Context: an optimization exercise on an open-source flow, tuned for small area and a short achievable clock period. The choices shown serve that exercise and are no tape-out recipe. In this exercise RTL edits were held to simulation tests only and were not proved equivalent to the original.

==> flow/design.v, too long to show whole: its modules and the start of the top module <==
// module rlwe_alu: 2794 lines
// module rlwe_fa: 4 lines
// module rlwe_ha: 4 lines
// module rlwe_gp: 4 lines
// module rlwe_g: 3 lines
module rlwe_alu (
    input  wire        clk,
    input  wire        rst,         
    input  wire        in_valid,
    input  wire [2:0]  in_op,
    input  wire [31:0] in_a,
    input  wire [31:0] in_b,
    input  wire [31:0] in_c,
    output wire        out_valid,
    output wire [31:0] out_y0,
    output wire [31:0] out_y1
);
  // ...
==> flow/run.sh <==
#!/bin/bash
# synth_recipe.tcl (not shown) runs the flow's synth.tcl, then flattens the netlist and writes it again
# the make line also repeats each setting of config.mk as NAME=value (left out here)
make -C /OpenROAD-flow-scripts/flow DESIGN_CONFIG=/design/flow/config.mk WORK_HOME=/design/flow/orfs CLKGATE_MAP_FILE= SYNTH_SCRIPT=/design/flow/synth_recipe.tcl finish
==> flow/config.mk <==
export PLATFORM = sky130hd
export DESIGN_NAME = rlwe_alu
export DESIGN_NICKNAME = rlwe_alu
export VERILOG_FILES = /design/flow/design.v
export SDC_FILE = /design/flow/constraint.sdc
export NUM_CORES = 4
export LEC_CHECK = 0
export CAP_MARGIN = 20
export CORE_MARGIN = 2
export CORE_UTILIZATION = 40
export SLEW_MARGIN = 20
export SYNTH_HIERARCHICAL = 1
export SYNTH_MINIMUM_KEEP_SIZE = 0
==> flow/constraint.sdc <==
create_clock -name core_clock -period 26.0 [get_ports {clk}]
set_input_delay 5.2000 -clock core_clock [delete_from_list [all_inputs] [get_ports {clk}]]
set_output_delay 5.2000 -clock core_clock [all_outputs]
set_load 0.01 [all_outputs]
==> run summary, run 1 <==
startpoint of the worst-slack reg-to-reg timing path t14[16]$_DFF_P_; total area of multi-input combinational cells 0.02813 sq mm; die boundary height 308.5 um; outcome complete, no violations; Worst Path Buf+Inv 1; achievable frequency 148.5 MHz; met3 track demand over resource in global routing 3.525%; # resized after CTS 0; first-iteration detailed-routing DRC count 1600; top layer used by detailed routing met4; total number of sequential cells 386; clock tree from TritonCTS yes; type of element launching the critical path flop; start-to-end type of the worst setup path reg -> out; reg2reg path depth 25; first-pass GRT wire length 151400 um; routed wl met2 44470 um; cell at the slowest stage of the critical path sky130_fd_sc_hd__clkdlybuf4s50_1; Min Clock Period, post-route 6.735 ns; area grow syn2layout 11.50%; global placer's final weighted congestion 0.8853; Worst Hold End s4h[15]$_DFF_P_; cell types occupying the most area after synthesis sky130_fd_sc_hd__fa_1 26%, sky130_fd_sc_hd__dfxtp_1 21%, sky130_fd_sc_hd__ha_1 10%; fraction of registers with async set/reset 0%; Non-clock buffers 177
==> run 2, diff against run 1 <==
==> flow/flow/run.sh (new file) <==
#!/bin/bash
# The standard layout, with every port buffered by a plain buf_2 instead of
# the delay buffer buffer_ports picks by default.
set -euo pipefail
export BUFFER_PORTS_ARGS="-buffer_cell sky130_fd_sc_hd__buf_2"
bash standard.sh > standard_make.log 2>&1
==> flow/standard.sh (new file) <==
#!/bin/bash
# synth_recipe.tcl (not shown) runs the flow's synth.tcl, then flattens the netlist and writes it again
# the make line also repeats each setting of config.mk as NAME=value (left out here)
make -C /OpenROAD-flow-scripts/flow DESIGN_CONFIG=/design/flow/config.mk WORK_HOME=/design/flow/orfs CLKGATE_MAP_FILE= SYNTH_SCRIPT=/design/flow/synth_recipe.tcl "${@:-finish}"
removed: flow/run.sh
==> run summary, run 2 <==
outcome complete, no violations (unchanged); post-synth top area cell sky130_fd_sc_hd__fa_1 (unchanged); number of hold-repair buffers added at the cts stage 0 (unchanged); achievable frequency 157.7 MHz (was 148.5 MHz); setup slack on the worst flop-to-flop path 19.94 ns (was 19.59 ns); Post-synth top flop sky130_fd_sc_hd__dfxtp_1 (unchanged); register bit count reported by yosys 386 (unchanged); start-to-end type of the worst setup path reg -> out (unchanged); sum of overflow across all layers after global routing 0 (unchanged); number of maximum-capacitance constraint violations 0 (unchanged); post-DR vias/cell 5.125 (was 5.176); cell count after synthesis 3684 (unchanged); routed wire length 93610 um (was 93850 um); number of iterations in the first detailed-routing pass 6 (unchanged); ranking of synthesized cells by instance count 485 x sky130_fd_sc_hd__fa_1, 439 x sky130_fd_sc_hd__a21o_1, 386 x sky130_fd_sc_hd__dfxtp_1 (unchanged); overall via count from detail_route 25950 (was 26120); number of antenna violations at the first check in global routing 1 (was 0); gate family responsible for the most delay along the worst path flip-flops (was buffers and inverters); fraction of registers with async set/reset 0% (unchanged); number of rows created at floorplan 111 (unchanged); Routed WL per cell 18.49 um (was 18.59 um); Final Hold Slack 0.3638 ns (was 0.3267 ns); final worst-path cycle share 24.39% (was 25.90%); starting utilization of the core area 40.40% (unchanged); CP required 20.80 ns (about the same); placed wire-length estimate 74280 um (was 74060 um); IO Port Bufs 148 (unchanged); largest clock skew in the final design 0.04032 ns (was 0.02348 ns); # resized after CTS 0 (unchanged); fraction of layout instances using a drive strength above 1 8.218% (was 3.812%); number of remaining DRC errors 0 (unchanged); synthesized area per cell 10.07 sq um (unchanged); sum of negative setup slack 0 ns (unchanged); total count of max-transition violations in the final report 0 (unchanged); die footprint 0.09516 sq mm (unchanged); ports placed on the boundary 167 (unchanged); count of yosys warnings during synthesis 7 (unchanged); area grow syn2layout 9.987% (was 11.50%); Hold Vio Cnt, Final 0 (unchanged); Worst Hold End op1[2]$_DFF_P_ (was s4h[15]$_DFF_P_); via count of the first global-routing pass 26730 (was 26900); number of buffers on the longest clock path 3 (unchanged); clk slew on worst S/H paths 0.06 ns (about the same); reg2reg path depth 25 (unchanged); number of distinct library cells after synthesis 62 (unchanged); core outline area 0.09180 sq mm (unchanged); path class of the lowest-slack min-delay path reg -> reg (unchanged); maximum fanout along the worst path 1 (unchanged); RSZ-0062 raised after global routing no (unchanged); combined flip-flop and latch cell area 0.007732 sq mm (unchanged); Post-DP Area 0.03902 sq mm (was 0.03972 sq mm); Worst slew margin 29.22% (was 29.10%); Post-Synthesis Cell Area 0.03708 sq mm (unchanged); Antenna Cells 0 (unchanged); insertion delay of the later-clocked pin in the worst-skew pair 0.64 ns (about the same); ANT nets after route 0 (unchanged); Min Clock Period, post-route 6.340 ns (was 6.735 ns); buffer count from post-CTS setup fixing 0 (unchanged); register area share after synthesis 20.84% (unchanged); element type at the critical path end primary output (unchanged); most numerous cell in the Yosys netlist sky130_fd_sc_hd__fa_1 (unchanged); type of element launching the critical path flop (unchanged); reg2reg end y05[13]$_DFF_P_ (was y05[5]$_DFF_P_); clock sink count 386 (unchanged); number of nets in the layout 4670 (was 4662); total area of multi-input combinational cells 0.02813 sq mm (about the same); number of buffers created by CTS 49 (was 47); slowest stage delay, CP 0.36 ns (was 0.56 ns); H-Tree Level Count 2 (unchanged); global placer's final weighted congestion 0.8934 (was 0.8853); Worst Path Buf+Inv 1 (unchanged); Fill cells 8943 (was 8842); critical path cell sequence buf_2 (was clkdlybuf4s50_1); clock tree from TritonCTS yes (unchanged); Worst Tran Pin Value 1.062 ns (was 1.063 ns); root buf cell sky130_fd_sc_hd__clkbuf_16 (unchanged); number of cells traversed by the worst hold path 0 (unchanged); first-iteration detailed-routing DRC count 1552 (was 1600); Total Routing Usage GR 20.21% (was 20.33%); cell at the slowest stage of the critical path sky130_fd_sc_hd__dfxtp_1 (was sky130_fd_sc_hd__clkdlybuf4s50_1); number of enable flip-flop cells after synthesis 0 (unchanged); Worst Path Arrival 1.14 ns (was 1.53 ns); top-area cell type share of the netlist area 26.18% (unchanged); leading cell type in the layout, fill and taps excluded sky130_fd_sc_hd__fa_1 (unchanged); startpoint of the worst-slack reg-to-reg timing path t14[16]$_DFF_P_ (unchanged); first-pass GRT wire length 150400 um (was 151400 um); largest net degree at the start of global routing 89 (unchanged); cell types occupying the most area after synthesis sky130_fd_sc_hd__fa_1 26%, sky130_fd_sc_hd__dfxtp_1 21%, sky130_fd_sc_hd__ha_1 10% (unchanged); final setup fails 0 (unchanged); hold_sp op0[2]$_DFF_P_ (was p3[31]$_DFF_P_); die boundary height 308.5 um (unchanged); leading cell types in the layout, fill and taps excluded 485 x sky130_fd_sc_hd__fa_1, 439 x sky130_fd_sc_hd__a21o_1, 382 x sky130_fd_sc_hd__dfxtp_1 (unchanged); fin area 0.04079 sq mm (was 0.04135 sq mm); die extent in x 308.5 um (unchanged)
-- run 2: per-module statistics from Yosys, one instance, submodules excluded --
module / cells / copies in the design
rlwe_alu: 2303 / 1
rlwe_g: 1 / 258
rlwe_gp: 2 / 168
rlwe_ha: 1 / 302
rlwe_fa: 1 / 485
-- run 2: kinds of logic after synthesis --
| family | share of synthesized area [%] |
|---|---|
| other | 0.02025 |
| and+or+nand+nor | 8.563 |
| xor gates and xnor gates | 10.60 |
| AOI/OAI and AO/OA | 18.84 |
| muxes | 0.4622 |
| DFF | 20.84 |
| adders and majority gates | 36.40 |
| buffers and inverters | 4.275 |
-- run 2: final cells by class --
| class | count | share of cell area, % |
|---|---|---|
| multi-input combinational | 3000 | 68.96 |
| sequential | 386 | 18.96 |
| tap | 1243 | 3.813 |
| clock buffer | 56 | 3.193 |
| timing repair buffer | 183 | 2.460 |
| inverter | 160 | 1.472 |
| clock inverter | 36 | 1.144 |
-- run 2: per-layer routing --
metal  track usage (%)  vias up  wire, um
li1                  -    12580         -
met1             26.43    12630     40900
met2             34.52      607     45480
met3             2.439      138      4066
met4             6.965        0      3172
met5                 0        -         0
-- run 2: worst max-delay path by stage --
stage / to / cells past startpoint / slack [ns] / start
after floorplan: out_valid / 0 / 20.47 / v5$_SDFF_PP0_
after global placement: y05[13]$_DFF_P_ / 25 / 19.97 / t14[16]$_DFF_P_
after detailed placement: y05[13]$_DFF_P_ / 25 / 19.92 / t14[16]$_DFF_P_
after CTS: out_y1[5] / 1 / 19.62 / y15[5]$_DFF_P_
after global routing: y05[8]$_DFF_P_ / 27 / 19.41 / t14[16]$_DFF_P_
final: out_y0[7] / 1 / 19.66 / y05[7]$_DFF_P_
-- run 2: metrics by stage --
stage | instances | util [%] | worst slack, ns
finish | 5064 | 44.43 | 19.66
global route | 5064 | 44.43 | 19.41
CTS | 5064 | 44.43 | 19.62
detailed placement | 4972 | 42.50 | 19.92
global placement | 4972 | 42.50 | 19.97
floorplan | 3773 | - | 20.47

[re-timing with driven ports]
No port has a modelled driver above. Below, the same layouts with a new extraction and two added sets of constraints. Step 1 sets driving cells, clkbuf_16 on the clock port and buf_2 on the other inputs (assumed; they add their load-dependent delay and slew). Step 2 moves the port delays by t, midway between the first and last clock arrival at a register: inputs arrive t later, outputs are due t later. That takes back most of the time a late clock gives input paths. Slacks: ideal / step 1 / step 2; pairs: ideal / step 1.
run | t, ns | setup slack, ns | hold WS [ns] | worst data-port slew with drivers (ns)
run 1 | 0.688 | 19.265 / 19.204 / 19.587 | 0.327 / 0.327 / 0.327 | 0.05
run 2 | 0.694 | 19.659 / 19.591 / 19.936 | 0.364 / 0.364 / 0.364 | 0.06
After both steps setup and hold are still met in every run listed.
